Context: an optimization exercise on an open-source flow, tuned for small area, a short achievable clock period and few clock cycles. The choices shown serve that exercise and are no tape-out recipe. Only simulation tests tie the RTL to the original design; equivalence was not proved.

## design/flow/flow/run.sh

```bash
#!/bin/bash
# The standard layout, with the port buffers made of buf_4 cells instead of the
# default (a slow delay buffer) so that the resizer starts from a fast cell.
set -euo pipefail
export BUFFER_PORTS_ARGS="-buffer_cell sky130_fd_sc_hd__buf_4"
bash standard.sh > standard.log 2>&1
```

## design/flow/standard.sh

```bash
#!/bin/bash
# synth_recipe.tcl (not shown) runs the flow's synth.tcl, then flattens the netlist and writes it again
# the make line also repeats each setting of config.mk as NAME=value (left out here)
make -C /OpenROAD-flow-scripts/flow DESIGN_CONFIG=/design/flow/config.mk WORK_HOME=/design/flow/orfs CLKGATE_MAP_FILE= SYNTH_SCRIPT=/design/flow/synth_recipe.tcl "${@:-finish}"
```

## design/flow/config.mk

```make
export PLATFORM = sky130hd
export DESIGN_NAME = simhymn
export DESIGN_NICKNAME = simhymn
export VERILOG_FILES = /design/flow/design.v
export SDC_FILE = /design/flow/constraint.sdc
export NUM_CORES = 4
export LEC_CHECK = 0
export ABC_AREA = 1
export CAP_MARGIN = 20
export CORE_MARGIN = 2
export CORE_UTILIZATION = 40
export SETUP_SLACK_MARGIN = 3.8
export SLEW_MARGIN = 20
export TNS_END_PERCENT = 10
```

## design/flow/constraint.sdc

```tcl
create_clock -name core_clock -period 10.0 [get_ports {clk}]
set_input_delay 2.0000 -clock core_clock [delete_from_list [all_inputs] [get_ports {clk}]]
set_output_delay 2.0000 -clock core_clock [all_outputs]
set_load 0.01 [all_outputs]
```

## design/flow/design.v

```verilog
module simhymn (
    input  wire       clk,
    input  wire       rst,           
    input  wire       img_we,
    input  wire [4:0] img_addr,
    input  wire [7:0] img_data,
    input  wire       start,
    output wire       in_req,
    input  wire       in_valid,
    input  wire [7:0] in_data,
    input  wire [1:0] in_err,        
    output reg        out_valid,
    output reg  [7:0] out_data,
    output wire       done,
    output wire       halted,
    output wire       faulted,
    output wire [2:0] fault_kind,
    output wire [4:0] fault_pc,
    output wire [7:0] fault_word,
    output reg  [7:0] acc,
    output reg  [4:0] pc,
    output wire       zf,
    output wire       pf,
    input  wire [4:0] dbg_addr,
    output wire [7:0] dbg_data
);
    localparam [4:0] JUMP_CHAIN_BOUND = 5'd30;
    localparam [4:0] INPUT_PORT  = 5'd30;
    localparam [4:0] OUTPUT_PORT = 5'd31;
    localparam [2:0] OP_HALT = 3'd0;
    localparam [2:0] OP_JUMP = 3'd1;
    localparam [2:0] OP_JZER = 3'd2;
    localparam [2:0] OP_JPOS = 3'd3;
    localparam [2:0] OP_LOAD = 3'd4;
    localparam [2:0] OP_STOR = 3'd5;
    localparam [2:0] OP_ADD  = 3'd6;
    localparam [2:0] OP_SUB  = 3'd7;
    reg [7:0] mem [0:31];
    reg [7:0] ir0, ir1, ir2;     
    reg       irv;               
    reg       run;               
    reg       hlt_r;             
    reg       flt_r;             
    reg       inv_r;             
    reg [4:0] chain;             
    assign zf = (acc == 8'd0);
    assign pf = !acc[7] && (acc != 8'd0);
    wire idle = !run && !hlt_r && !flt_r;
    wire go   = !rst && (run || (idle && start));
    wire ld   = idle && !start;              
    wire [4:0] pc1 = pc + 5'd1;
    wire [4:0] pc2 = pc + 5'd2;
    wire [4:0] pc3 = pc + 5'd3;
    wire ok1 = (pc < 5'd29);                 
    wire ok2 = (pc < 5'd28);                 
    wire [2:0] op0 = ir0[7:5], op1 = ir1[7:5], op2 = ir2[7:5];
    wire [4:0] a0  = ir0[4:0], a1  = ir1[4:0], a2  = ir2[4:0];
    function is_j;  input [2:0] op; is_j = (op == OP_JUMP) || (op == OP_JZER) || (op == OP_JPOS); endfunction
    function tk_if; input [2:0] op; input z; input p;
        tk_if = (op == OP_JUMP) || (op == OP_JZER && z) || (op == OP_JPOS && p);
    endfunction
    wire s0 = (op0 == OP_STOR), s1 = (op1 == OP_STOR), s2 = (op2 == OP_STOR);
    wire x0 = op0[2] && !s0;                 
    wire x1 = (op1 == OP_ADD) || (op1 == OP_SUB) || ((op1 == OP_LOAD) && (a1 != INPUT_PORT));
    wire x2 = (op2 == OP_ADD) || (op2 == OP_SUB) || ((op2 == OP_LOAD) && (a2 != INPUT_PORT));
    wire j0 = is_j(op0), j1 = is_j(op1), j2 = is_j(op2);
    wire inp0 = (op0 == OP_LOAD) && (a0 == INPUT_PORT);
    wire hlt0 = (op0 == OP_HALT) || (pc >= 5'd30);
    wire tk0  = tk_if(op0, zf, pf);
    wire lead_tk = j0 && tk0;                
    wire cflt = !hlt0 && lead_tk && (chain == JUMP_CHAIN_BOUND);
    reg       has_x, has_s, has_j;
    reg [1:0] xsel, ssel, jsel, len;         
    always @(*) begin
        has_x = 1'b0; has_s = 1'b0; has_j = 1'b0;
        xsel = 2'd0; ssel = 2'd0; jsel = 2'd0; len = 2'd1;
        if (j0) begin
            if (!tk0 && ok1 && (x1 || s1)) begin
                len = 2'd2;
                if (x1) begin has_x = 1'b1; xsel = 2'd1; end
                else    begin has_s = 1'b1; ssel = 2'd1; end
                if (ok2) begin
                    if (s1 && x2 && (a1 != pc2)) begin
                        has_x = 1'b1; xsel = 2'd2; len = 2'd3;
                    end else if (x1 && s2) begin
                        has_s = 1'b1; ssel = 2'd2; len = 2'd3;
                    end else if (j2 && !(s1 && (a1 == pc2))) begin
                        has_j = 1'b1; jsel = 2'd2;
                    end
                end
            end
        end else begin
            if (x0) begin has_x = 1'b1; xsel = 2'd0; end
            if (s0) begin has_s = 1'b1; ssel = 2'd0; end
            if (ok1 && !(s0 && (a0 == pc1))) begin
                if (s0 && x1) begin
                    has_x = 1'b1; xsel = 2'd1; len = 2'd2;
                end else if (x0 && s1) begin
                    has_s = 1'b1; ssel = 2'd1; len = 2'd2;
                end else if (j1) begin
                    has_j = 1'b1; jsel = 2'd1;
                end
                if ((len == 2'd2) && ok2 && j2 &&
                    !(s0 && (a0 == pc2)) && !(s1 && (a1 == pc2))) begin
                    has_j = 1'b1; jsel = 2'd2;
                end
            end
        end
    end
    wire in_ok   = in_valid && (in_err == 2'd0);
    wire act     = go && irv && !hlt0 && !cflt;      
    wire xin     = inp0 && !j0;                      
    wire wait_in = xin && !in_valid;
    wire bad_in  = xin && in_valid && !in_ok;
    wire adv     = act && !wait_in && !bad_in;
    reg [7:0] xw, sw, jw;
    always @(*) begin
        case (xsel) 2'd0: xw = ir0; 2'd1: xw = ir1; default: xw = ir2; endcase
        case (ssel) 2'd0: sw = ir0; 2'd1: sw = ir1; default: sw = ir2; endcase
        case (jsel) 2'd0: jw = ir0; 2'd1: jw = ir1; default: jw = ir2; endcase
    end
    wire [2:0] xop = xw[7:5];
    wire [4:0] xa  = xw[4:0];
    wire [4:0] sa  = sw[4:0];
    wire [2:0] jop = jw[7:5];
    wire [4:0] ja  = jw[4:0];
    wire s_first = has_s && (!has_x || (ssel < xsel));    
    wire       dsel = hlt_r || flt_r || (irv && (hlt0 || cflt));
    wire [4:0] oa   = dsel ? dbg_addr : xa;
    wire [7:0] mrd  = mem[oa];
    assign dbg_data = mrd;
    wire [7:0] opnd = (s_first && has_x && (sa == xa)) ? acc : mrd;
    wire       xsub = (xop == OP_SUB);
    wire [7:0] sum  = acc + (xsub ? ~opnd : opnd) + {7'd0, xsub};
    wire [7:0] alu  = xop[1] ? sum : (xin ? in_data : opnd);
    wire [4:0] pcl   = pc + {3'd0, len};                  
    wire       j_kn  = tk_if(jop, zf, pf);
    wire       j_pr  = (jop == OP_JUMP) || (ja <= pcl);   
    wire       j_tk  = has_x ? j_pr : j_kn;
    wire       z_new = (alu == 8'd0);
    wire       p_new = !alu[7] && !z_new;
    wire       j_act = tk_if(jop, z_new, p_new);
    wire       mispr = has_j && has_x && (j_act != j_pr);
    wire [4:0] pcn = lead_tk ? a0 :
                     has_j   ? (j_tk ? ja : pcl + 5'd1) :
                               pcl;
    wire [4:0] chn = lead_tk ? chain + 5'd1 : ((has_j && j_tk) ? 5'd1 : 5'd0);
    wire       we_a = (ld && img_we && !rst) || (adv && xin);
    wire [4:0] wa_a = ld ? img_addr : INPUT_PORT;
    wire       we_s = adv && has_s;
    wire [7:0] wd   = ld ? img_data : (s_first ? acc : alu);
    integer i;
    always @(posedge clk) begin
        for (i = 0; i < 32; i = i + 1)
            if ((we_a && wa_a == i[4:0]) || (we_s && sa == i[4:0]))
                mem[i] <= wd;
    end
    wire [4:0] fb  = irv ? pcn : pc;
    wire [2:0] fr0 = fb[4:2];
    wire [2:0] fr1 = fb[4:2] + 3'd1;
    wire [1:0] fl  = fb[1:0];
    wire [7:0] b0  = mem[{(fl > 2'd0) ? fr1 : fr0, 2'd0}];
    wire [7:0] b1  = mem[{(fl > 2'd1) ? fr1 : fr0, 2'd1}];
    wire [7:0] b2  = mem[{(fl > 2'd2) ? fr1 : fr0, 2'd2}];
    wire [7:0] b3  = mem[{fr0, 2'd3}];
    reg  [7:0] f0, f1, f2;
    always @(*) begin
        case (fl)
            2'd0:    begin f0 = b0; f1 = b1; f2 = b2; end
            2'd1:    begin f0 = b1; f1 = b2; f2 = b3; end
            2'd2:    begin f0 = b2; f1 = b3; f2 = b0; end
            default: begin f0 = b3; f1 = b0; f2 = b1; end
        endcase
    end
    wire [4:0] fb1 = fb + 5'd1;
    wire [4:0] fb2 = fb + 5'd2;
    assign in_req     = act && xin;
    assign halted     = hlt_r || (go && irv && hlt0);
    assign faulted    = flt_r || (go && irv && cflt);
    assign done       = halted || faulted;
    assign fault_pc   = pc;
    assign fault_word = ir0;
    assign fault_kind = ir0[7] ? {2'b10, inv_r} : 3'd3;
    always @(posedge clk) begin
        if (rst) begin
            out_valid <= 1'b0;
            out_data  <= 8'd0;
        end else begin
            out_valid <= we_s && (sa == OUTPUT_PORT);
            out_data  <= wd;
        end
    end
    always @(posedge clk) begin
        if (rst) begin
            run   <= 1'b0;
            hlt_r <= 1'b0;
            flt_r <= 1'b0;
            inv_r <= 1'b0;
            acc   <= 8'd0;
            pc    <= 5'd0;
            chain <= 5'd0;
            irv   <= 1'b1;
        end else if (go) begin
            run <= 1'b1;
            if (!irv) begin
                irv <= 1'b1;                 
            end else if (hlt0) begin
                run   <= 1'b0;
                hlt_r <= 1'b1;
            end else if (cflt) begin
                run   <= 1'b0;
                flt_r <= 1'b1;
            end else if (bad_in) begin
                run   <= 1'b0;
                flt_r <= 1'b1;
                inv_r <= in_err[1];
            end else if (adv) begin
                if (has_x)
                    acc <= alu;
                if (mispr) begin
                    pc    <= j_pr ? pcl + 5'd1 : ja;
                    chain <= j_pr ? 5'd0 : 5'd1;
                    irv   <= 1'b0;
                end else begin
                    pc    <= pcn;
                    chain <= chn;
                end
            end
        end
    end
    wire [7:0] win = in_data;
    always @(posedge clk) begin
        if (ld || rst) begin
            ir0 <= (!rst && img_we && img_addr == 5'd0) ? img_data : mem[0];
            ir1 <= (!rst && img_we && img_addr == 5'd1) ? img_data : mem[1];
            ir2 <= (!rst && img_we && img_addr == 5'd2) ? img_data : mem[2];
        end else if (go && (!irv || adv)) begin
            ir0 <= ((we_a && wa_a == fb)  || (we_s && sa == fb))  ? wd : f0;
            ir1 <= ((we_a && wa_a == fb1) || (we_s && sa == fb1)) ? wd : f1;
            ir2 <= ((we_a && wa_a == fb2) || (we_s && sa == fb2)) ? wd : f2;
        end
    end
endmodule
```

==> results of run 1 <==
-- stage by stage --
stage	hold WS, ns	area [µm²]
3_3_place_gp	0.460	22000
3_5_place_dp	0.480	22000
5_1_grt	0.538	26900
6_report	0.491	26900
4_1_cts	0.489	25800
2_1_floorplan	0.439	20400
-- path summary, 6_finish.rpt --
| path | start | to | slack [ns] | cells after the start |
|---|---|---|---|---|
| hold reg to reg | inv_r$_SDFFE_PP0P_ | inv_r$_SDFFE_PP0P_ | 0.49 | 2 |
| setup reg to reg | ir0[4]$_DFFE_PP_ | pc[1]$_SDFFE_PP0P_ | 3.30 | 50 |
| hold / removal | inv_r$_SDFFE_PP0P_ | inv_r$_SDFFE_PP0P_ | 0.49 | 2 |
| setup / recovery | ir0[4]$_DFFE_PP_ | pc[1]$_SDFFE_PP0P_ | 3.30 | 50 |
-- layer usage --
layer	routed length (µm)	part of all wire, %	vias up	GRT usage (%)
li1	-	-	9655	-
met5	0	0	-	0
met3	11800	11	384	7.43
met4	8680	8.0	0	24.6
met2	46100	43	1603	60.1
met1	41300	38	10700	52.6
-- sequential cells by signal (all words and copies together) (netlist names) --
register and count:
mem 256, acc 8, ir0 8, ir1 8, ir2 8, out_data 8, chain 5, pc 5
flt_r 1, hlt_r 1, inv_r 1, irv 1, out_valid 1, run 1
-- layout make-up --
class | instances | area, µm²
fill | 4838 | 23300
clock buffer | 47 | 1010
sequential | 312 | 9070
timing repair buffer | 317 | 2650
multi-input combinational | 2017 | 11800
clock inverter | 22 | 186
timing repair inverter | 4 | 36.3
inverter | 316 | 1310
tap | 672 | 841
antenna | 2 | 5.00
-- worst max-delay path, delay by kind of cell, from the launching register on --
kind,cells,cell delay [ns]
flops,1,0.54
compound gates,5,1.12
simple gates,18,1.64
fa+ha+maj,1,0.32
buf+inv,26,2.98
-- cell usage in the layout (no fill, tap or decap), types with 22 or more instances in the layout --
cell type    n
nor2_4      44
xor2_1      28
nand4_1     46
nand3_2     46
nor2_2      36
buf_4      281
o32ai_1     26
o21ai_1     44
nand3_1    158
nor2_1     228
nand2_1    786
a21oi_1     75
inv_2       39
nand2_2     83
o21ai_0     80
a21oi_2     22
edfxtp_1   280
inv_1      246
o22ai_1     26
o211ai_1    24
clkbuf_16   39
nand2_4     52
-- kinds of logic (layout without fill, tap and decap cells) --
logic type	count (synthesis)	in the layout	synth area share, %
XOR/XNOR	42	42	1.88
flip-flops	312	312	44.3
adder cells (fa/ha/maj)	34	34	2.16
AND/OR/NAND/NOR	1552	1555	32.7
buffers and inverters	381	706	7.50
AO/OA/AOI/OAI	386	386	11.5
other	0	2	0
-- what timing repair did --
action	in CTS	in global routing
setup endpoints to repair	300	268
cloned	5	4
pin swaps	150	67
gates resized for setup	403	155
setup buffers	129	52
==> summary.md, run 1 <==
| Metric | Value |
|---|---|
| Status | no timing/DRC/antenna violations |
| Crit path kind | reg -> reg |
| Initial DRT Pass Iterations | 8 |
| CTS Sinks | 312 |
| CP max stage delay | 0.54 ns |
| Final Cycle Share | 67.0% |
| Root buf cell | clkbuf_16 |
| Routed Antenna Nets | 0 |
| Setup WS pre-CTS | roughly 1.5 ns |
| Crit path required time | 10.51 ns |
| EDFF count, synth | 280 |
| IO Count | between 80 and 90 |
| CP max-delay cell | edfxtp_1 |
| Starting DRT DRC Count | between 3,000 and 4,000 |
| Synth warnings | 2 |
| Main synth FF type | edfxtp_1 |
| Min-Delay Path Class | reg -> reg |
| Final Max Slew Viols | 0 |
| Initial Util | 40.6% |
| First-pass GRT wire length | 150,000 µm |
| Share of cells above drive strength 1 | 28.1% |
| Fin. Hold Viols | 0 |
| Layout area overhead | 31.9% |
| RSZ-0062 raised after global routing | yes |
| GRT Total Usage | 39.7% |
| Synth Net Count | 2,774 |
| Seq/Total Area, Yosys | 44.3% |
| # setup viols final | 0 |
| Vias in the first global route | just over 20,000 |
| CTS tree | done |
| Yosys cell types | 65 |
| Yosys top cell by area | edfxtp_1 |
| Fin cells | 3,709 |
| Main area contributors after synthesis | edfxtp_1, nand2_1, nor2_1, nand3_1, inv_1 |
| DRC Markers | 0 |
| Nets@finish | 3,074 |
| Initial antenna violation count | 1 |
| Global route total overflow | 0 |
| Total Die Area | 52,800 µm² |
| Rows | 82 |
| Post-Place Cells | 3,447 |
| Syn Area/Cell | 7.54 µm² |
| DPL Wire Length | ~80,000 µm |
| Post-route clock skew | 0.0329 ns |
| Final WL | 108,000 µm |
| CORE AREA | 50,300 µm² |
| Worst-Margin Slew | 1.27 ns |
| PortBufs | between 80 and 90 |
| Post-Syn Instances | 2,707 |
| Max_slew headroom | 15.5% |
| Clock insertion delay at the later pin of the skew report | 0.59 ns |
| Syn Std Cell Area | about 20,000 µm² |
| Die span in y | approximately 230 µm |
| Arr. time, crit path | 7.22 ns |
| Clk slew on worst S/H paths | 0.07 ns |
| Max_cap viols | 0 |
| Final Worst Setup Slack | 3.30 ns |
| Post-DR vias/cell | roughly 6.0 |
| Utilization after layout | 53.6% |
| Fmax | 0.149 GHz |
| Critical path endpoint category | flop |
| H-tree depth | 2 |
| Post-synth top area share | 41.2% |
| Routed via count | between 20,000 and 25,000 |
| Yosys reg bits | between 300 and 400 |
| Count leader, synth | nand2_1 |
| CP startpoint kind | flop |
| Cts hold-fix bufs | 0 |
| Min cycle time layout | 6.70 ns |
| Crit path top cell by count | buf_4 |
| Synth top cells by count | nand2_1, edfxtp_1, nor2_1 |
| CTS Buf Count | 39 |
| Routed WL per cell | 29.1 µm |
| GPL Wtd Cong | 1.12 |
| Pin count of the biggest net entering global routing | 37 |
| Async S/R FF share, synth | 0% |
| Worst-path maximum fanout | 7 |
| Clk buf depth | 3 |
| Die span in x | 230 µm |
| TNS Setup | 0 ns |
Testbench counts, summed over its fixed seeds: cycles 12,366.
==> inputs of run 2 (changes only) <==
--- a/design/flow/config.mk
+++ b/design/flow/config.mk
@@ -11,3 +11,3 @@
 export CORE_UTILIZATION = 40
-export SETUP_SLACK_MARGIN = 3.8
+export SETUP_SLACK_MARGIN = 3.3
 export SLEW_MARGIN = 20
==> run 2 against run 1 <==
  * Die area stayed put
  * Critical endpoint is now ir2[5]$_DFFE_PP_
  * Global-route usage is 0.10 points lower
  * Still clean
  * Via count is 1.0% lower
  * Sequential share of layout area is 1.3 points higher
  * Critical path depth is 6 lower
  * First-iteration DRC count is 1.4% higher
  * Hold slack better by 0.0042 ns
==> summary.md, run 2 <==
| Metric | Value |
|---|---|
| H-tree depth | 2 (unchanged) |
| # setup viols final | 0 (unchanged) |
| CP max stage delay | 0.47 ns (was 0.54 ns) |
| Global route total overflow | 0 (unchanged) |
| Main synth FF type | edfxtp_1 (unchanged) |
| Seq/Total Area, Yosys | 44.3% (unchanged) |
| Cells on worst reg2reg path | 44 (was 50) |
| TNS Setup | 0 ns (unchanged) |
| CTS Buf Count | 38 (was 39) |
| Hold path startpoint | chain[3]$_SDFFE_PP0P_ (was inv_r$_SDFFE_PP0P_) |
| Routed WL per cell | 29.8 µm (was 29.1 µm) |
| GRT Total Usage | 39.6% (was 39.7%) |
| Synth warnings | 2 (unchanged) |
| Initial Util | 40.6% (unchanged) |
| Post-Syn Instances | 2,707 (unchanged) |
| Clk buf depth | 3 (unchanged) |
| End of the worst register-to-register path | ir2[5]$_DFFE_PP_ (was pc[1]$_SDFFE_PP0P_) |
| Initial DRT Pass Iterations | 6 (was 8) |
| WHS Endpoint | chain[3]$_SDFFE_PP0P_ (was inv_r$_SDFFE_PP0P_) |
| Largest register FFs | 256 (unchanged) |
| Final Cycle Share | 67.0% (about the same) |
| Min cycle time layout | 6.70 ns (about the same) |
| Multi-input logic area | 11,500 µm² (was 11,800 µm²) |
| Fmax | 0.149 GHz (about the same) |
| Nets@finish | 3,015 (was 3,074) |
| Post-DR vias/cell | 6.05 (was 6.02) |
| CP max-delay cell | edfxtp_1 (unchanged) |
| CORE AREA | 50,300 µm² (unchanged) |
| Layout area overhead | 27.2% (was 31.9%) |
| Vias in the first global route | 20,100 (was 20,800) |
| Root buf cell | clkbuf_16 (unchanged) |
| Yosys top cell by area | edfxtp_1 (unchanged) |
| First-pass GRT wire length | 149,000 µm (was 150,000 µm) |
| Synth Net Count | 2,774 (unchanged) |
| Post-Place Cells | 3,446 (was 3,447) |
| CTS Sinks | 312 (unchanged) |
| Hold path cells | 2 (unchanged) |
| Max_cap viols | 0 (unchanged) |
| Fin cells | 3,652 (was 3,709) |
| Syn Area/Cell | 7.54 µm² (unchanged) |
| R2r startpoint | ir1[6]$_DFFE_PP_ (was ir0[4]$_DFFE_PP_) |
| Total Die Area | 52,800 µm² (unchanged) |
| Async S/R FF share, synth | 0% (unchanged) |
| Crit path required time | 10.31 ns (was 10.51 ns) |
| RSZ-0062 raised after global routing | yes (unchanged) |
| Fin. Hold Viols | 0 (unchanged) |
| Routed Antenna Nets | 0 (unchanged) |
| Arr. time, crit path | 7.01 ns (was 7.22 ns) |
| Post-route clock skew | 0.0275 ns (was 0.0329 ns) |
| Worst-Margin Slew | 1.24 ns (was 1.27 ns) |
| Rows | 82 (unchanged) |
| Worst-path maximum fanout | 8 (was 7) |
| Syn Std Cell Area | 20,400 µm² (unchanged) |
| Yosys reg bits | 312 (unchanged) |
| Main area contributors after synthesis | edfxtp_1, nand2_1, nor2_1, nand3_1, inv_1 (unchanged) |
| Crit path top cell by count | nand2_1 (was buf_4) |
| Final WL | 109,000 µm (was 108,000 µm) |
| Crit path kind | reg -> reg (unchanged) |
| PortBufs | 84 (unchanged) |
| Final Max Slew Viols | 0 (unchanged) |
| CP startpoint kind | flop (unchanged) |
| Top reg by flops | mem (unchanged) |
| DPL Wire Length | 82,400 µm (was 80,100 µm) |
| R2r setup slk | 3.30 ns (about the same) |
| Status | no timing/DRC/antenna violations (unchanged) |
| Initial antenna violation count | 4 (was 1) |
| Count leader, synth | nand2_1 (unchanged) |
| IO Count | 85 (unchanged) |
| Pin count of the biggest net entering global routing | 37 (unchanged) |
| Commonest cells after routing, fill and taps aside | nand2_1, edfxtp_1, inv_1 (was nand2_1, buf_4, edfxtp_1) |
| Min-Delay Path Class | reg -> reg (unchanged) |
| Share of cells above drive strength 1 | 24.8% (was 28.1%) |
| Max_slew headroom | 17.3% (was 15.5%) |
| Post-synth top area share | 41.2% (unchanged) |
| CTS tree | done (unchanged) |
| Clk slew on worst S/H paths | 0.06 ns (was 0.07 ns) |
| Commonest non-fill, non-tap cell in the layout | nand2_1 (unchanged) |
| Min Hold Slack | 0.495 ns (was 0.491 ns) |
| Routed via count | 22,100 (was 22,300) |
| Starting DRT DRC Count | 3,224 (was 3,181) |
| Die span in y | 230 µm (unchanged) |
| GPL Wtd Cong | 1.10 (was 1.12) |
| Register area | 9070 µm² (about the same) |
| Yosys cell types | 65 (unchanged) |
| DRC Markers | 0 (unchanged) |
| Utilization after layout | 51.6% (was 53.6%) |
| EDFF count, synth | 280 (unchanged) |
| Synth top cells by count | nand2_1, edfxtp_1, nor2_1 (unchanged) |
| Die span in x | 230 µm (unchanged) |
| Clock insertion delay at the later pin of the skew report | 0.58 ns (was 0.59 ns) |
| Fillers | 4,958 (was 4,838) |
| Critical path endpoint category | flop (unchanged) |
==> run 2: per-stage QoR <==
stage | area (µm²) | worst slack (ns)
2_1_floorplan | 20400 | 3.71
3_3_place_gp | 22000 | 1.20
3_5_place_dp | 22000 | 1.14
4_1_cts | 24000 | 3.25
5_1_grt | 25900 | 3.04
6_report | 26000 | 3.30
==> run 2: how the worst max path moves through the flow <==
stage | cells past startpoint | to | from | slack (ns)
6_report | 44 | ir2[5]$_DFFE_PP_ | ir1[6]$_DFFE_PP_ | 3.30
5_1_grt | 45 | ir2[5]$_DFFE_PP_ | ir1[6]$_DFFE_PP_ | 3.04
4_1_cts | 24 | dbg_data[6] | acc[2]$_SDFFE_PP0P_ | 3.25
3_5_place_dp | 46 | ir0[4]$_DFFE_PP_ | pc[1]$_SDFFE_PP0P_ | 1.14
3_3_place_gp | 50 | ir2[5]$_DFFE_PP_ | pc[1]$_SDFFE_PP0P_ | 1.20
2_1_floorplan | 49 | ir0[7]$_DFFE_PP_ | pc[1]$_SDFFE_PP0P_ | 3.71
==> run 2: repair_timing <==
action                     in CTS  in global routing
buffers inserted               33                 96
gates cloned                    1                  4
hold buffers                    0                  0
pin swaps                      25                126
setup endpoints to repair     272                154
resized for setup             154                281
==> run 2: worst max-delay path: cells and delay by family (launching register included) <==
kind	cells	cell delay, ns
and+or+nand+nor	24	2.49
buffers and inverters	8	0.84
adders and majority gates	3	0.93
DFF	1	0.47
AOI/OAI and AO/OA	8	1.49
xor gates and xnor gates	1	0.17
==> run 2: layout make-up <==
| class | count | area share (%) |
|---|---|---|
| multi-input cells | 2018 | 44.2 |
| flip-flops and latches | 312 | 35.0 |
| repair buffers | 261 | 7.97 |
| inverters | 316 | 4.96 |
| clock buffers | 46 | 3.90 |
| well taps | 672 | 3.24 |
| clock inverters | 22 | 0.685 |
| diodes | 4 | 0.0386 |
| repair inverters | 1 | 0.0289 |
==> run 2: per-layer routing <==
| metal | wire [µm] | GRT usage, % |
|---|---|---|
| met1 | 41400 | 51.9 |
| met5 | 10 | 0 |
| met3 | 12200 | 8.35 |
| met4 | 8390 | 23.4 |
| met2 | 46800 | 60.4 |
==> run 2: cell families (layout without fill, tap and decap cells) <==
group                      Yosys count  count (layout)  synth area share (%)
adders and majority gates           34              34                  2.16
AOI/OAI and AO/OA                  386             386                  11.5
buffers and inverters              381             646                  7.50
xor gates and xnor gates            42              42                  1.88
other                                0               4                     0
DFF                                312             312                  44.3
and+or+nand+nor                   1552            1556                  32.7
==> inputs of run 3 (changes only) <==
--- a/design/flow/design.v
+++ b/design/flow/design.v
@@ -135,5 +135,7 @@
     wire [7:0] alu  = xop[1] ? sum : (xin ? in_data : opnd);
-    wire [4:0] pcl   = pc + {3'd0, len};                  
+    wire [4:0] pc4   = pc + 5'd4;
+    wire [4:0] pcl   = (len == 2'd1) ? pc1 : (len == 2'd2) ? pc2 : pc3;    
+    wire [4:0] pcl1  = (len == 2'd1) ? pc2 : (len == 2'd2) ? pc3 : pc4;    
     wire       j_kn  = tk_if(jop, zf, pf);
-    wire       j_pr  = (jop == OP_JUMP) || (ja <= pcl);   
+    wire       j_pr  = (jop == OP_JUMP) || (ja <= pc);    
     wire       j_tk  = has_x ? j_pr : j_kn;
@@ -144,3 +146,3 @@
     wire [4:0] pcn = lead_tk ? a0 :
-                     has_j   ? (j_tk ? ja : pcl + 5'd1) :
+                     has_j   ? (j_tk ? ja : pcl1) :
                                pcl;
@@ -220,3 +222,3 @@
                 if (mispr) begin
-                    pc    <= j_pr ? pcl + 5'd1 : ja;
+                    pc    <= j_pr ? pcl1 : ja;
                     chain <= j_pr ? 5'd0 : 5'd1;
--- a/design/flow/config.mk
+++ b/design/flow/config.mk
@@ -11,3 +11,3 @@
 export CORE_UTILIZATION = 40
-export SETUP_SLACK_MARGIN = 3.3
+export SETUP_SLACK_MARGIN = 3.0
 export SLEW_MARGIN = 20
==> run 3 against run 2 <==
  * Critical path type is now reg -> out
  * Non-clock buffer count shrank 52
  * Still clean
  * Global-route usage down 0.66 points
  * Count of clock-buffer cells in the layout is 6 lower
  * Sequential share of layout area grew 1.0 points
  * Maximum frequency shrank 2.7%
  * Critical path depth shrank 20
  * Die area up 0.73%
  * Largest cell class unchanged
==> summary.md, run 3 <==
| Metric | Value |
|---|---|
| Status | no timing/DRC/antenna violations (unchanged) |
| Initial antenna violation count | 2 (was 4) |
| Syn Area/Cell | 7.40 µm² (was 7.54 µm²) |
| # setup viols final | 0 (unchanged) |
| Final WL | 106,000 µm (was 109,000 µm) |
| GRT Total Usage | 39.0% (was 39.6%) |
| Final Cell Area | 25,200 µm² (was 26,000 µm²) |
| Worst-path maximum fanout | 11 (was 8) |
| Yosys reg bits | 312 (unchanged) |
| First-pass GRT wire length | 147,000 µm (was 149,000 µm) |
| Min cycle time layout | 6.88 ns (was 6.70 ns) |
| Main area contributors after synthesis | edfxtp_1, nand2_1, nand3_1, nor2_1, inv_1 (was edfxtp_1, nand2_1, nor2_1, nand3_1, inv_1) |
| GPL Wtd Cong | 1.06 (was 1.10) |
| Top reg by flops | mem (unchanged) |
| Dpl cell area | 22,100 µm² (was 22,000 µm²) |
| CTS Sinks | 312 (unchanged) |
| Min-Delay Path Class | reg -> reg (unchanged) |
| Clk slew on worst S/H paths | 0.06 ns (about the same) |
| Worst-Margin Slew | 1.22 ns (was 1.24 ns) |
| Layout area overhead | 22.6% (was 27.2%) |
| End of the worst register-to-register path | ir2[5]$_DFFE_PP_ (unchanged) |
| Pin count of the biggest net entering global routing | 37 (unchanged) |
| CTS tree | done (unchanged) |
| Synth warnings | 2 (unchanged) |
| CP startpoint kind | flop (unchanged) |
| CORE AREA | 51,100 µm² (was 50,300 µm²) |
| Nets@finish | 3,028 (was 3,015) |
| Starting DRT DRC Count | 3,113 (was 3,224) |
| Total Die Area | 53,200 µm² (was 52,800 µm²) |
| Clock insertion delay at the later pin of the skew report | 0.58 ns (about the same) |
| PortBufs | 84 (unchanged) |
| Hold path startpoint | inv_r$_SDFFE_PP0P_ (was chain[3]$_SDFFE_PP0P_) |
| DRC Markers | 0 (unchanged) |
| CP max stage delay | 0.54 ns (was 0.47 ns) |
| Arr. time, crit path | 4.88 ns (was 7.01 ns) |
| Yosys cell types | 62 (was 65) |
| EDFF count, synth | 280 (unchanged) |
| Routed via count | 21,800 (was 22,100) |
| Cells on worst reg2reg path | 36 (was 44) |
| Syn Std Cell Area | 20,600 µm² (was 20,400 µm²) |
| Initial DRT Pass Iterations | 8 (was 6) |
| Final Max Slew Viols | 0 (unchanged) |
| DPL Wire Length | 81,500 µm (was 82,400 µm) |
| IO Count | 85 (unchanged) |
| WHS Endpoint | inv_r$_SDFFE_PP0P_ (was chain[3]$_SDFFE_PP0P_) |
| Critical path endpoint category | output pin (was flop) |
| Synth top cells by count | nand2_1, nor2_1, edfxtp_1 (was nand2_1, edfxtp_1, nor2_1) |
| RSZ-0062 raised after global routing | yes (unchanged) |
| Critical path cell sequence | nand2_1, nor2_1, a21oi_1, nand2_4, nor3_4, buf_4, buf_4, nand3_1, nand2_1, inv_1, nand2_1, nand2_1, nand2_2, nor2_4, buf_4, nand3_1, inv_2, nand2_1, o21ai_0, nor2_1, nand4_1, nor2_2, nand3_2, buf_4 |
| Largest register FFs | 256 (unchanged) |
| CP max-delay cell | edfxtp_1 (unchanged) |
| Crit path kind | reg -> out (was reg -> reg) |
| Global route total overflow | 0 (unchanged) |
| Seq/Total Area, Yosys | 44.0% (was 44.3%) |
| Routed WL per cell | 29.0 µm (was 29.8 µm) |
| Die span in x | 231 µm (was 230 µm) |
| Fillers | 5,105 (was 4,958) |
| Commonest cells after routing, fill and taps aside | nand2_1, edfxtp_1, nor2_1 (was nand2_1, edfxtp_1, inv_1) |
| Async S/R FF share, synth | 0% (unchanged) |
| Crit path top cell by count | nand2_1 (unchanged) |
| Post-DR vias/cell | 5.93 (was 6.05) |
| H-tree depth | 2 (unchanged) |
| Final Cycle Share | 68.8% (was 67.0%) |
| Initial Util | 40.2% (was 40.6%) |
| Share of cells above drive strength 1 | 18.8% (was 24.8%) |
| Worst Setup SP | ir0[5]$_DFFE_PP_ (was ir1[6]$_DFFE_PP_) |
| Cts hold-fix bufs | 0 (unchanged) |
| Count leader, synth | nand2_1 (unchanged) |
| Max_cap viols | 0 (unchanged) |
| Clk buf depth | 3 (unchanged) |
| Post-Syn Instances | 2,779 (was 2,707) |
| Post-route clock skew | 0.0161 ns (was 0.0275 ns) |
| R2r setup slk | 3.29 ns (was 3.30 ns) |
| Max_slew headroom | 18.7% (was 17.3%) |
| Routed Antenna Nets | 0 (unchanged) |
| CTS Buf Count | 38 (unchanged) |
| Fin. Hold Viols | 0 (unchanged) |
| Fmax | 0.145 GHz (was 0.149 GHz) |
| Rows | 83 (was 82) |
| TNS Setup | 0 ns (unchanged) |
| Synth Net Count | 2,844 (was 2,774) |
| Yosys top cell by area | edfxtp_1 (unchanged) |
| Main synth FF type | edfxtp_1 (unchanged) |
| Root buf cell | clkbuf_16 (unchanged) |
| Vias in the first global route | 20,300 (was 20,100) |
| Hold path cells | 2 (unchanged) |
| Post-synth top area share | 40.9% (was 41.2%) |
| Die span in y | 231 µm (was 230 µm) |
| Crit path required time | 8.00 ns (was 10.31 ns) |
| Commonest non-fill, non-tap cell in the layout | nand2_1 (unchanged) |
| R2r startpoint | ir0[5]$_DFFE_PP_ (was ir1[6]$_DFFE_PP_) |
run 3: cell count changes after synthesis, moves of 16 or more:
cell and change:
nand2_1 +75, nand3_1 +28, nor2_1 +22, inv_2 -21, o21ai_1 -18, a21oi_1 +16
run 3: worst max path at each step:
stage / slack [ns] / cells past startpoint / endpoint
detailed placement: 1.24 / 42 / ir1[4]$_DFFE_PP_
global route: 2.93 / 48 / pc[3]$_SDFFE_PP0P_
finish: 3.12 / 24 / dbg_data[7]
global placement: 1.15 / 42 / ir1[4]$_DFFE_PP_
floorplan: 3.88 / 28 / ir0[6]$_DFFE_PP_
CTS: 2.98 / 45 / pc[3]$_SDFFE_PP0P_
run 3: final cells by class:
| class | instances | area (µm²) | share of cell area, % |
|---|---|---|---|
| repair buffers | 209 | 1670 | 6.62 |
| clock buffers | 40 | 980 | 3.89 |
| clock inverters | 28 | 410 | 1.63 |
| diodes | 1 | 2.50 | 0.00993 |
| well taps | 680 | 851 | 3.37 |
| flip-flops and latches | 312 | 9070 | 36.0 |
| inverters | 283 | 1150 | 4.55 |
| multi-input cells | 2119 | 11100 | 44.0 |
run 3: metrics by stage:
| step | instances | setup slack (ns) | hold slack [ns] | util [%] |
|---|---|---|---|---|
| floorplan | 2779 | 3.88 | 0.429 | - |
| global placement | 3522 | 1.15 | 0.443 | 43.3 |
| detailed placement | 3522 | 1.24 | 0.455 | 43.3 |
| CTS | 3611 | 2.98 | 0.464 | 47.1 |
| global route | 3671 | 2.93 | 0.501 | 49.3 |
| finish | 3672 | 3.12 | 0.463 | 49.3 |
run 3: logic make-up after synthesis:
group	share of synthesized area [%]
simple gates	35.0
compound gates	10.7
buf+inv	6.83
flops	44.0
xor+xnor	1.45
fa+ha+maj	1.98
run 3: critical path: cells and delay by family, from the launching register on:
kind                   cells  cell delay [ns]
and+or+nand+nor           16             2.55
buffers and inverters      6             0.76
AOI/OAI and AO/OA          2             0.42
DFF                        1             0.54
run 3: metal layers:
layer	GRT usage [%]	routed length, µm	vias up
li1	-	-	9676
met1	47.0	39600	10400
met2	62.9	48000	1320
met3	6.62	9230	389
met4	28.5	9640	0
met5	0	0	-
run 3: repair_timing:
action | CTS | global route
setup buffers | 20 | 57
endpoints found under the setup margin | 207 | 212
cloned | 1 | 2
pin swaps | 6 | 43
gates resized for setup | 105 | 155
Testbench counts of run 3, summed over its fixed seeds: cycles 12,366.
==> inputs of run 4 (changes only) <==
--- a/design/flow/config.mk
+++ b/design/flow/config.mk
@@ -8,3 +8,3 @@
 export ABC_AREA = 1
-export CAP_MARGIN = 20
+export CAP_MARGIN = 5
 export CORE_MARGIN = 2
@@ -12,3 +12,3 @@
 export SETUP_SLACK_MARGIN = 3.0
-export SLEW_MARGIN = 20
+export SLEW_MARGIN = 5
 export TNS_END_PERCENT = 10
==> run 4 against run 3 <==
  * Still clean on timing, DRC and antenna
  * Global-route usage unchanged
  * Setup slack improved by 0.011 ns
  * Synthesized cell count unchanged
  * Utilization decreased by 0.16 points
  * Critical endpoint unchanged
==> summary.md, run 4 <==
| Metric | Value |
|---|---|
| Share of cells above drive strength 1 | 18.6% (was 18.8%) |
| Root buf cell | clkbuf_16 (unchanged) |
| Routed Antenna Nets | 0 (unchanged) |
| IO Count | 85 (unchanged) |
| Post-synth top area share | 40.9% (unchanged) |
| End of the worst register-to-register path | ir2[5]$_DFFE_PP_ (unchanged) |
| DPL Wire Length | 81,500 µm (unchanged) |
| Initial Util | 40.2% (unchanged) |
| Post-Synth Simple-Gate Area | 35.0% (unchanged) |
| Clock insertion delay at the later pin of the skew report | 0.57 ns (was 0.58 ns) |
| Main area contributors after synthesis | edfxtp_1, nand2_1, nand3_1, nor2_1, inv_1 (unchanged) |
| Synth warnings | 2 (unchanged) |
| Count leader, synth | nand2_1 (unchanged) |
| Initial DRT Pass Iterations | 8 (unchanged) |
| GPL Wtd Cong | 1.06 (unchanged) |
| R2r startpoint | pc[1]$_SDFFE_PP0P_ (was ir0[5]$_DFFE_PP_) |
| Final Max Slew Viols | 0 (unchanged) |
| Mux cell area share after synthesis | 0% (unchanged) |
| CTS tree | done (unchanged) |
| Fin. Hold Viols | 0 (unchanged) |
| Vias in the first global route | 20,300 (unchanged) |
| Largest register FFs | 256 (unchanged) |
| R2r setup slk | 3.26 ns (was 3.29 ns) |
| Hold path cells | 2 (unchanged) |
| Seq/Total Area, Yosys | 44.0% (unchanged) |
| Post-DR vias/cell | 5.95 (was 5.93) |
| Cells on worst reg2reg path | 41 (was 36) |
| Synth top cells by count | nand2_1, nor2_1, edfxtp_1 (unchanged) |
| Clk slew on worst S/H paths | 0.06 ns (about the same) |
| First-pass GRT wire length | 147,000 µm (unchanged) |
| Yosys top cell by area | edfxtp_1 (unchanged) |
| Worst-Margin Slew | 1.23 ns (was 1.22 ns) |
| Async S/R FF share, synth | 0% (unchanged) |
| Adder-cell share of the synthesized area | 1.98% (unchanged) |
| Die span in y | 231 µm (unchanged) |
| TNS Setup | 0 ns (unchanged) |
| Post-route clock skew | 0.0177 ns (was 0.0161 ns) |
| Die span in x | 231 µm (unchanged) |
| Yosys cell types | 62 (unchanged) |
| Fmax | 0.145 GHz (about the same) |
| Synth Area in Compound Gates | 10.7% (unchanged) |
| EDFF count, synth | 280 (unchanged) |
| Final WL | 106,000 µm (about the same) |
| Min-Delay Path Class | reg -> reg (unchanged) |
| Final Cycle Share | 68.7% (was 68.8%) |
| PortBufs | 84 (unchanged) |
| Syn Std Cell Area | 20,600 µm² (unchanged) |
| Crit path kind | reg -> out (unchanged) |
| Max_cap viols | 0 (unchanged) |
| Layout area overhead | 22.2% (was 22.6%) |
| CORE AREA | 51,100 µm² (unchanged) |
| Post-Syn Instances | 2,779 (unchanged) |
| Min cycle time layout | 6.87 ns (was 6.88 ns) |
| Largest family of logic cells by synthesized area | simple AND/OR/NAND/NOR gates (unchanged) |
| Initial antenna violation count | 2 (unchanged) |
| CP startpoint kind | flop (unchanged) |
| DRC Markers | 0 (unchanged) |
| RSZ-0062 raised after global routing | yes (unchanged) |
| Critical path endpoint category | output pin (unchanged) |
| Min Hold Slack | 0.464 ns (was 0.463 ns) |
| Routed WL per cell | 29.1 µm (was 29.0 µm) |
| Routed via count | 21,800 (about the same) |
| Register area | 9060 µm² (was 9070 µm²) |
| Commonest cells after routing, fill and taps aside | nand2_1, edfxtp_1, nor2_1 (unchanged) |
| CTS Buf Count | 38 (unchanged) |
| Synth Net Count | 2,844 (unchanged) |
| Arr. time, crit path | 4.87 ns (was 4.88 ns) |
| CTS Sinks | 312 (unchanged) |
| Worst Setup SP | acc[1]$_SDFFE_PP0P_ (was ir0[5]$_DFFE_PP_) |
| # setup viols final | 0 (unchanged) |
| Top reg by flops | mem (unchanged) |
| Starting DRT DRC Count | 3,124 (was 3,113) |
| Pin count of the biggest net entering global routing | 37 (unchanged) |
| Fillers | 5,115 (was 5,105) |
| Status | no timing/DRC/antenna violations (unchanged) |
| Multi-input logic area | 11,100 µm² (about the same) |
| Crit path required time | 8.00 ns (about the same) |
| Main synth FF type | edfxtp_1 (unchanged) |
| Worst-path maximum fanout | 29 (was 11) |
| Rows | 83 (unchanged) |
| Total Die Area | 53,200 µm² (unchanged) |
| GRT Total Usage | 39.0% (unchanged) |
| Post-synthesis xor/xnor area fraction | 1.45% (unchanged) |
| Global route total overflow | 0 (unchanged) |
| Syn Area/Cell | 7.40 µm² (unchanged) |
| Clk buf depth | 3 (unchanged) |
| Max_slew headroom | 18.1% (was 18.7%) |
| Worst setup path end | dbg_data[7] (unchanged) |
| Yosys reg bits | 312 (unchanged) |
| H-tree depth | 2 (unchanged) |
| Commonest non-fill, non-tap cell in the layout | nand2_1 (unchanged) |
| Nets@finish | 3,021 (was 3,028) |
==> run 4: cell counts after synthesis <==
Identical to the previous run, type by type.
==> run 4: metrics by stage <==
| stage | cells | utilization [%] | setup WS, ns | instance area (µm²) |
|---|---|---|---|---|
| final | 3665 | 49.2 | 3.13 | 25100 |
| after global routing | 3664 | 49.2 | 2.94 | 25100 |
| after CTS | 3611 | 47.1 | 2.98 | 24100 |
| after detailed placement | 3522 | 43.3 | 1.24 | 22100 |
| after global placement | 3522 | 43.3 | 1.15 | 22100 |
| after floorplan | 2779 | - | 3.88 | 20600 |
==> run 4: worst min path at each step <==
stage                       startpoint            endpoint
detailed placement  inv_r$_SDFFE_PP0P_  inv_r$_SDFFE_PP0P_
global placement    inv_r$_SDFFE_PP0P_  inv_r$_SDFFE_PP0P_
global route        inv_r$_SDFFE_PP0P_  inv_r$_SDFFE_PP0P_
floorplan           inv_r$_SDFFE_PP0P_  inv_r$_SDFFE_PP0P_
finish              inv_r$_SDFFE_PP0P_  inv_r$_SDFFE_PP0P_
CTS                 inv_r$_SDFFE_PP0P_  inv_r$_SDFFE_PP0P_
==> run 4: what timing repair did <==
| item | in CTS | in global routing |
|---|---|---|
| cloned | 1 | 2 |
| pin swaps | 6 | 42 |
| setup endpoints to repair | 207 | 212 |
| buffers inserted | 20 | 51 |
| hold buffers | 0 | 0 |
| resized for setup | 105 | 153 |
==> run 4: kinds of logic after synthesis <==
group,after synthesis
and+or+nand+nor,1685
buffers and inverters,350
DFF,312
AOI/OAI and AO/OA,366
xor gates and xnor gates,34
adders and majority gates,32
==> run 4: metal layers <==
metal  track usage (%)  part of all wire, %
met5                 0                    0
met4              28.5                  9.0
met3              6.62                  9.2
met2              62.9                   45
met1              47.0                   37
==> run 4: area by class of cell <==
class	count	area share, %
clock buffers	40	3.90
inverters	283	4.56
well taps	680	3.39
diodes	1	0.00996
clock inverters	28	1.63
repair buffers	202	6.36
flip-flops and latches	312	36.1
multi-input cells	2119	44.1
==> run 4: worst max-delay path, cell delays in order, from the launching register on <==
cell and delay, ns:
dfxtp_1 0.45, nor2_1 0.07, nand2_1 0.18, nor2_4 0.10, a21oi_1 0.23, nand2_4 0.21
nor3_4 0.21, buf_4 0.16, nand2_4 0.09, clkinv_2 0.10, nand2_1 0.07, nand3_2 0.13
nand2_4 0.13, nand2_8 0.20, clkinv_16 0.15, nand3_1 0.14, inv_1 0.14, nand2_1 0.10
o21ai_0 0.19, nor2_1 0.23, nand4_1 0.35, nor2_2 0.33, nand3_2 0.15, buf_4 0.18

## re-timing with driven ports
How much do the figures lean on ideal ports? The routed layouts below were timed once more, with nothing changed but the port constraints.
Step 1 sets driving cells, clkbuf_16 on the clock port and buf_2 on the other inputs (assumed; they add their load-dependent delay and slew).
Step 2 times the ports against the registers' clock, not the clock port: input delays grow and output delays shrink by t, the midpoint of the rising clock arrivals with the driver on.
a / b / c = ideal / step 1 / step 2; a / b = the first two.
run | shift t [ns] | setup slack, ns | hold WS [ns] | worst setup path at the end | cell pins on the clock port's net
run 1 | 0.635 | 3.299 / 3.299 / 3.022 | 0.491 / 0.491 / 0.491 | input to register | 1
run 2 | 0.624 | 3.299 / 3.268 / 2.970 | 0.495 / 0.495 / 0.495 | input to register | 1
run 3 | 0.631 | 3.116 / 3.055 / 2.859 | 0.463 / 0.463 / 0.463 | input to register | 1
run 4 | 0.626 | 3.127 / 3.066 / 2.920 | 0.464 / 0.464 / 0.464 | input to register | 1
After both steps setup and hold are still met in every run listed. The setup slack of run 2, which loses most, moves by -0.031 ns with the drivers and by -0.329 ns with both steps.
